Source: an optimization exercise on an open RTL-to-GDS flow (aim: small area, a short achievable clock period and few clock cycles). Production flows keep margins and buffers that such runs may drop.
RTL that was checked went through simulation tests only; none was proved equivalent to the original.
Power is estimated from default activity; no workload was simulated.

## fcb_bin
module fcb_bin (
    input  wire        clk,
    input  wire        rst,
    input  wire [31:0] cfg_pre,
    input  wire [1:0]  cfg_pre_len,
    input  wire [1:0]  cfg_hdr_n,
    input  wire        cfg_hdr_be,
    input  wire [1:0]  cfg_len_idx,
    input  wire        cfg_ck_crc,
    input  wire [2:0]  cfg_ck_size,
    input  wire        cfg_ck_be,
    input  wire [15:0] cfg_qmax,
    input  wire        in_valid,
    input  wire [7:0]  in_data,
    output wire        in_ready,
    output reg         ev_valid,
    output reg  [1:0]  ev_type,
    output wire [31:0] ev_val,
    output wire [15:0] ev_calc,
    output wire [16:0] ev_len
);
For scale: ~850 cells after synthesis, about 140 I/O pins, about 9600 µm² of cells after synthesis.
==> flow/config.mk <==
export PLATFORM = sky130hd
export DESIGN_NAME = fcb_bin
export DESIGN_NICKNAME = fcb_bin
export VERILOG_FILES = /design/flow/design.v
export SDC_FILE = /design/flow/constraint.sdc
export NUM_CORES = 4
export LEC_CHECK = 0
export CAP_MARGIN = 20
export CORE_MARGIN = 2
export CORE_UTILIZATION = 60
export CTS_BUF_LIST = sky130_fd_sc_hd__clkbuf_16
export CTS_CLUSTER_DIAMETER = 80
export CTS_CLUSTER_SIZE = 32
export SETUP_SLACK_MARGIN = 5
export SLEW_MARGIN = 20
==> flow/constraint.sdc <==
create_clock -name core_clock -period 8.0 [get_ports {clk}]
set_input_delay 1.6000 -clock core_clock [delete_from_list [all_inputs] [get_ports {clk}]]
set_output_delay 1.6000 -clock core_clock [all_outputs]
set_load 0.01 [all_outputs]
standard.sh (not shown) runs the stock make flow with config.mk's settings and CLKGATE_MAP_FILE= SYNTH_SCRIPT=/design/flow/synth_recipe.tcl, a recipe that flattens the netlist after the stock synthesis.
==> flow/flow/run.sh <==
#!/bin/bash
export BUFFER_PORTS_ARGS="-buffer_cell sky130_fd_sc_hd__buf_1"
bash standard.sh > standard.log 2>&1
Testbench counts at the start, summed over its fixed seeds: cycles 20,746.
==> next run, changes <==
CTS_BUF_LIST = sky130_fd_sc_hd__clkbuf_8   (was sky130_fd_sc_hd__clkbuf_16)
CTS_CLUSTER_DIAMETER = 60   (was 80)
CTS_CLUSTER_SIZE = 16   (was 32)
The changed run ran to the end with no violations.
Area after synthesis does not change.
Count of clock-buffer cells in the layout stays the same.
First-iteration DRC count grows by 4.9%.
Flip-flop and latch count is unchanged.
Cell area is lower by about 1.7%.
Worst setup slack is better by 0.080 ns.
Combinational power hardly moves.
Non-clock buffer count decreases by 1.
Hold slack is better by 0.0066 ns.

* * *

red:
Another version of the RTL of fcb_bin (not shown whole).
Size: about 180 flip-flops, ~140 I/O pins.
==> flow/config.mk <==
export PLATFORM = sky130hd
export DESIGN_NAME = fcb_bin
export DESIGN_NICKNAME = fcb_bin
export VERILOG_FILES = /design/flow/design.v
export SDC_FILE = /design/flow/constraint.sdc
export NUM_CORES = 4
export LEC_CHECK = 0
export CAP_MARGIN = 20
export CORE_MARGIN = 2
export CORE_UTILIZATION = 60
export CTS_BUF_LIST = sky130_fd_sc_hd__clkbuf_8
export CTS_CLUSTER_DIAMETER = 60
export CTS_CLUSTER_SIZE = 16
export SETUP_SLACK_MARGIN = 5
export SLEW_MARGIN = 20
==> flow/constraint.sdc <==
create_clock -name core_clock -period 8.0 [get_ports {clk}]
set_input_delay 1.6000 -clock core_clock [delete_from_list [all_inputs] [get_ports {clk}]]
set_output_delay 1.6000 -clock core_clock [all_outputs]
set_load 0.01 [all_outputs]
==> flow/flow/run.sh <==
#!/bin/bash
export BUFFER_PORTS_ARGS="-buffer_cell sky130_fd_sc_hd__buf_1"
export CTS_ARGS="-sink_clustering_enable -repair_clock_nets -sink_clustering_size 16 -sink_clustering_max_diameter 60 -buf_list sky130_fd_sc_hd__clkbuf_8 -dont_use_dummy_load"
bash standard.sh > standard.log 2>&1
For blue, these inputs were changed with respect to red:
==> flow/flow/run.sh <==
#!/bin/bash
export BUFFER_PORTS_ARGS="-buffer_cell sky130_fd_sc_hd__buf_1"
bash standard.sh > standard.log 2>&1
[summary]
blue finished every step from synthesis to the final layout, and the layout passed the timing, design-rule and antenna checks.
Note that the first-iteration detailed-routing DRC count recorded for blue amounts to 0.849 times the value seen in red.
blue ended with more area used by multi-input combinational logic than red.
Taking red as the reference, in blue slack of the critical path fell by 0.018 ns; clock share of power saw an increase.
Function was not checked in any run of this note: the RTL went through the layout flow alone.

* * *

Another version of the RTL of fcb_bin (not shown whole).
For scale: roughly 830 cells after synthesis, ~190 flip-flops, roughly 9600 um2 of cells after synthesis.
clock: 8.0 ns
lec_check: 0
cap_margin: 20
core_margin: 2
core_utilization: 60
cts_buf_list: sky130_fd_sc_hd__clkbuf_8
cts_cluster_diameter: 50
cts_cluster_size: 20
setup_slack_margin: 5
slew_margin: 20
==> flow/flow/run.sh <==
#!/bin/bash
export BUFFER_PORTS_ARGS="-buffer_cell sky130_fd_sc_hd__buf_1"
export CTS_ARGS="-sink_clustering_enable -repair_clock_nets -sink_clustering_size 20 -sink_clustering_max_diameter 50 -buf_list sky130_fd_sc_hd__clkbuf_8 -dont_use_dummy_load"
bash standard.sh > standard.log 2>&1
The first run finished clean.
Testbench counts at the start, summed over its fixed seeds: cycles 20,746.
Then changed:
==> flow/run.sh (new file) <==
#!/bin/bash
# synth_recipe.tcl (not shown) runs the flow's synth.tcl, then flattens the netlist and writes it again
# the make line also repeats each setting of config.mk as NAME=value (left out here)
make -C /OpenROAD-flow-scripts/flow DESIGN_CONFIG=/design/flow/config.mk WORK_HOME=/design/flow/orfs CLKGATE_MAP_FILE= SYNTH_SCRIPT=/design/flow/synth_recipe.tcl finish
Settings changed: CTS_CLUSTER_DIAMETER 50 to 60, CTS_CLUSTER_SIZE 20 to 16.
removed: flow/flow/run.sh
removed: flow/standard.sh
Result: Via count grows by a few percent. Final cell count grows by a few percent. Die area stays the same. Total power grows by about a fifth.

* * *

## before
RTL: one of the versions met above, not the one the previous note started from.
Size: about 850 cells after synthesis, ~190 flip-flops, about 140 I/O pins, ~0.0096 mm² of cells after synthesis.
==> flow/config.mk <==
export PLATFORM = sky130hd
export DESIGN_NAME = fcb_bin
export DESIGN_NICKNAME = fcb_bin
export VERILOG_FILES = /design/flow/design.v
export SDC_FILE = /design/flow/constraint.sdc
export NUM_CORES = 4
export LEC_CHECK = 0
export CAP_MARGIN = 20
export CORE_MARGIN = 2
export CORE_UTILIZATION = 60
export CTS_BUF_LIST = sky130_fd_sc_hd__clkbuf_8
export CTS_CLUSTER_DIAMETER = 60
export CTS_CLUSTER_SIZE = 16
export SLEW_MARGIN = 20
==> flow/constraint.sdc <==
create_clock -name core_clock -period 8.0 [get_ports {clk}]
set_input_delay 1.6000 -clock core_clock [delete_from_list [all_inputs] [get_ports {clk}]]
set_output_delay 1.6000 -clock core_clock [all_outputs]
set_load 0.01 [all_outputs]
==> flow/flow/run.sh <==
#!/bin/bash
export BUFFER_PORTS_ARGS="-buffer_cell sky130_fd_sc_hd__buf_1"
export CTS_ARGS="-sink_clustering_enable -repair_clock_nets -sink_clustering_size 16 -sink_clustering_max_diameter 60 -buf_list sky130_fd_sc_hd__clkbuf_8 -dont_use_dummy_load"
export SETUP_SLACK_MARGIN=5.15
bash standard.sh > standard.log 2>&1
before was carried through to the last stage, and its layout satisfied the timing, design-rule and antenna checks.
Testbench counts of before, summed over its fixed seeds: cycles 20,746.
Modified inputs, after compared to before
# before
export LEC_CHECK = 0
export CAP_MARGIN = 20
export CORE_MARGIN = 2
export CORE_UTILIZATION = 60
export CTS_BUF_LIST = sky130_fd_sc_hd__clkbuf_8
export CTS_CLUSTER_DIAMETER = 60
export CTS_CLUSTER_SIZE = 16
export SLEW_MARGIN = 20
create_clock -name core_clock -period 8.0 [get_ports {clk}]
# after
export LEC_CHECK = 0
export CAP_MARGIN = 20
export CORE_MARGIN = 2
export CORE_UTILIZATION = 60
export CTS_BUF_LIST = sky130_fd_sc_hd__clkbuf_8
export CTS_CLUSTER_DIAMETER = 60
export CTS_CLUSTER_SIZE = 16
export SETUP_SLACK_MARGIN = 5
export SLEW_MARGIN = 20
create_clock -name core_clock -period 8.0 [get_ports {clk}]
==> flow/flow/run.sh <==
#!/bin/bash
export BUFFER_PORTS_ARGS="-buffer_cell sky130_fd_sc_hd__buf_1"
export CTS_ARGS="-sink_clustering_enable -repair_clock_nets -sink_clustering_size 16 -sink_clustering_max_diameter 60 -buf_list sky130_fd_sc_hd__clkbuf_8 -dont_use_dummy_load"
bash standard.sh > standard.log 2>&1
[summary]
after finished every stage and its layout cleared the timing, design-rule and antenna checks. Post-DP HPWL, after and before, lower one = after. after: count of buffering cells on the critical path with inverters included is 2 lower than what before reported. The instance area after placement on after is in line with that on before. Of after and before, after shows the lower final weighted congestion in routability-driven placement, with before above it. Compared with before, after shows a detailed-route via count that is 265 lower. Fmax | after vs before | after slower.

-- port drivers added, routing unchanged --
No port has a modelled driver above. Below, the same layouts with a new extraction and two added sets of constraints.
Step 1 (the two cells are an assumption about what drives the block):
set clk [get_ports {clk}]
set_driving_cell -lib_cell sky130_fd_sc_hd__clkbuf_16 $clk
set_driving_cell -lib_cell sky130_fd_sc_hd__buf_2 [delete_from_list [all_inputs] $clk]
Step 2 adds t to the input delays and takes it off the output delays; t is the mean of the earliest and latest rising clock arrival at the registers after step 1. Input paths then give back, and output paths get back, about the clock's delay inside the block.
Slacks: ideal ports / drivers / drivers and shift; pairs: ideal ports / drivers.
run | shift t [ns] | setup WS [ns] | hold slack, ns
the first run of note 1 | 0.475 | 4.951 / 4.975 / 4.500 | 0.421 / 0.421 / 0.421
the second run of note 1 | 0.491 | 5.031 / 5.044 / 4.553 | 0.427 / 0.427 / 0.427
red | 0.483 | 4.791 / 4.789 / 4.306 | 0.398 / 0.398 / 0.398
blue | 0.504 | 4.773 / 4.788 / 4.284 | 0.407 / 0.407 / 0.407
the first run of note 3 | 0.488 | 5.043 / 5.062 / 4.574 | 0.407 / 0.407 / 0.407
the second run of note 3 | 0.525 | 4.976 / 4.990 / 4.465 | 0.429 / 0.429 / 0.429
before | 0.491 | 5.049 / 5.065 / 4.574 | 0.408 / 0.408 / 0.408
after | 0.474 | 4.993 / 5.014 / 4.540 | 0.421 / 0.421 / 0.421
After both steps setup and hold are still met in every run listed. For the second run of note 3, which loses most, drivers alone change the setup slack by +0.014 ns; drivers and shift together by -0.511 ns.
